From an optimization exercise on the open Yosys and OpenROAD flow, aimed at small area, a short achievable clock period and few clock cycles; shortcuts taken in it are not production practice.
At most, simulation tests tie the RTL to the original design; equivalence was not proved.
Power figures rest on the tool's default switching activity, not on a simulated workload.

// sw_link_core
module sw_link_core (
    input  wire         clk,
    input  wire         rst,             
    input  wire [7:0]   cfg_self_addr,   
    input  wire [7:0]   cfg_peer_addr,   
    input  wire [6:0]   prog_len,        
    output wire [5:0]   prog_addr,       
    input  wire [7:0]   prog_data,       
    output wire         call_valid,
    output wire [3:0]   call_op,
    output wire [3:0]   call_len,
    output wire [111:0] call_data,
    input  wire         call_ready,
    input  wire         resp_ok,
    input  wire [1:0]   resp_mode,
    input  wire [3:0]   resp_len,
    input  wire [111:0] resp_data,
    input  wire         irq_rx,          
    input  wire         host_req,        
    input  wire [23:0]  host_slots,
    output wire [5:0]   err,
    output wire [1:0]   rej_reason,
    output wire [1:0]   lsm_state,
    output wire [5:0]   ord_code,
    output wire         halted
);
clock: 5.0 ns
lec_check: 0
cap_margin: 20
core_margin: 2
core_utilization: 35
cts_cluster_diameter: 150
cts_cluster_size: 25
setup_slack_margin: 2.4
slew_margin: 20
standard.sh (not shown) runs the stock make flow with config.mk's settings and CLKGATE_MAP_FILE= SYNTH_SCRIPT=/design/flow/synth_recipe.tcl, a recipe that flattens the netlist after the stock synthesis.
==> flow/flow/run.sh <==
#!/bin/bash
# Standard layout, with the port buffers made of the smallest buffer cell.
set -euo pipefail
export BUFFER_PORTS_ARGS="-buffer_cell sky130_fd_sc_hd__buf_1"
bash standard.sh > standard_flow.log 2>&1
==> next run, changes <==
--- a/flow/design.v
+++ b/flow/design.v
@@ -222,26 +222,31 @@
                     OP_SEND:        begin cop <= OP_READ_STATUS; spin_n <= 3'd0; end
                     OP_READ_STATUS: begin
                         spin_n <= spin_n + 3'd1;
                         if (!spin_more) cop <= OP_RX_NONEMPTY;
                     end
                     OP_RX_NONEMPTY: cop <= resp_ok ? OP_FLUSH_RX : OP_ENTER_RX;
                     OP_FLUSH_RX:    cop <= OP_ENTER_RX;
                     default: ;
                 endcase
             end
             if (adv) begin
-                ir     <= (halt_r | w_ctl) ? X_NOP : {w[5:4], w[2:0]};
-                cv     <= w_call & ~halt_r & ~f_halt;
-                cop    <= w_op;
-                spin_n <= 3'd0;
+                if (halt_r || f_halt || w_ctl) begin
+                    ir <= X_NOP;
+                    cv <= 1'b0;
+                end else begin
+                    ir     <= {w[5:4], w[2:0]};
+                    cv     <= w_call;
+                    cop    <= w_op;
+                    spin_n <= 3'd0;
+                end
                 if (!halt_r) begin
                     if (f_halt) halt_r <= 1'b1;
                     else        pc     <= pc_nxt;
                 end
             end
         end
     end
     always @(posedge clk) begin
         if (rst) begin
             op_tag     <= 6'd0;
             op_temp    <= 32'd0;
@@ -283,53 +288,53 @@
                 res_hum  <= res_hum_d;
                 res_lux  <= res_lux_d;
             end
             X_DEC_ORDER: if (rx_ook) begin
                 rs_c0  <= code3(rx_b3);
                 rs_c1  <= code3(rx_b4);
                 rs_c2  <= code3(rx_b5);
                 rs_e01 <= (rx_b3 == rx_b4);
                 rs_e02 <= (rx_b3 == rx_b5);
                 rs_e12 <= (rx_b4 == rx_b5);
             end
-            X_ORD_PACK: if (!halt_r) begin
+            X_ORD_PACK: begin
                 if (!pk_ok)
                     err_r[4] <= 1'b1;
                 else
                     op_tag <= {code_of(op_slot0), code_of(op_slot1), code_of(op_slot2)};
             end
             X_ORD_TAGCUR: op_tag <= {ord0, ord1, ord2};
-            X_ORD_UNPACK: if (!halt_r) begin
+            X_ORD_UNPACK: begin
                 if (un_ok) begin
                     rs_c0  <= t_c0;
                     rs_c1  <= t_c1;
                     rs_c2  <= t_c2;
                     rs_e01 <= 1'b0;
                     rs_e02 <= 1'b0;
                     rs_e12 <= 1'b0;
                 end else begin
                     rej_r    <= un_r1 ? 2'd1 : un_r2 ? 2'd2 : 2'd3;
                     err_r[3] <= 1'b1;
                 end
             end
-            X_ORD_APPLY: if (!halt_r) begin
+            X_ORD_APPLY: begin
                 if (ap_ok) begin
                     ord0 <= rs_c0;
                     ord1 <= rs_c1;
                     ord2 <= rs_c2;
                 end else begin
                     rej_r    <= ap_r2 ? 2'd2 : 2'd3;
                     err_r[3] <= 1'b1;
                 end
             end
-            X_LINK_SEND: if (!cv && !halt_r) err_r[4] <= 1'b1;    
+            X_LINK_SEND: if (!cv) err_r[4] <= 1'b1;    
             default: ;
             endcase
             if (hs) begin
                 case (cop)
                 OP_SAMPLE: begin
                     op_temp <= resp_data[31:0];
                     op_hum  <= resp_data[47:32];
                     op_lux  <= resp_data[79:48];
                 end
                 OP_ENTER_RX: begin
                     lsm <= M_RX;
After rerunning: Total power is about the same. Clock-buffer cell count increases by 1. Combinational power is higher by a few percent. Sequential cell count does not change. Final cell count stays flat. Hold slack stays flat.
Testbench counts after the change, summed over its fixed seeds: cycles 32,362.
The RTL of the first run of this note was laid out without a check of its function.

port drivers added, routing unchanged:
How much do the figures lean on ideal ports? The routed layouts below were timed once more, with nothing changed but the port constraints.
Step 1: set_driving_cell puts a clkbuf_16 on clk and a buf_2 on each other input, an assumption about the parent block.
Step 2 adds t to the input delays and takes it off the output delays; t is the mean of the earliest and latest rising clock arrival at the registers after step 1. Input paths then give back, and output paths get back, about the clock's delay inside the block.
Three values: ideal ports, drivers, drivers and shift; two values: the first two.
run	t, ns	setup WS [ns]	worst setup path after step 2	worst data-port slew with drivers (ns)
the first run	0.619	2.394 / 2.394 / 1.888	input to register	0.09
the second run	0.619	2.474 / 2.495 / 1.884	input to register	0.08
After both steps every run listed still meets setup and hold. For the second run, which loses most, drivers alone change the setup slack by +0.021 ns; drivers and shift together by -0.590 ns.
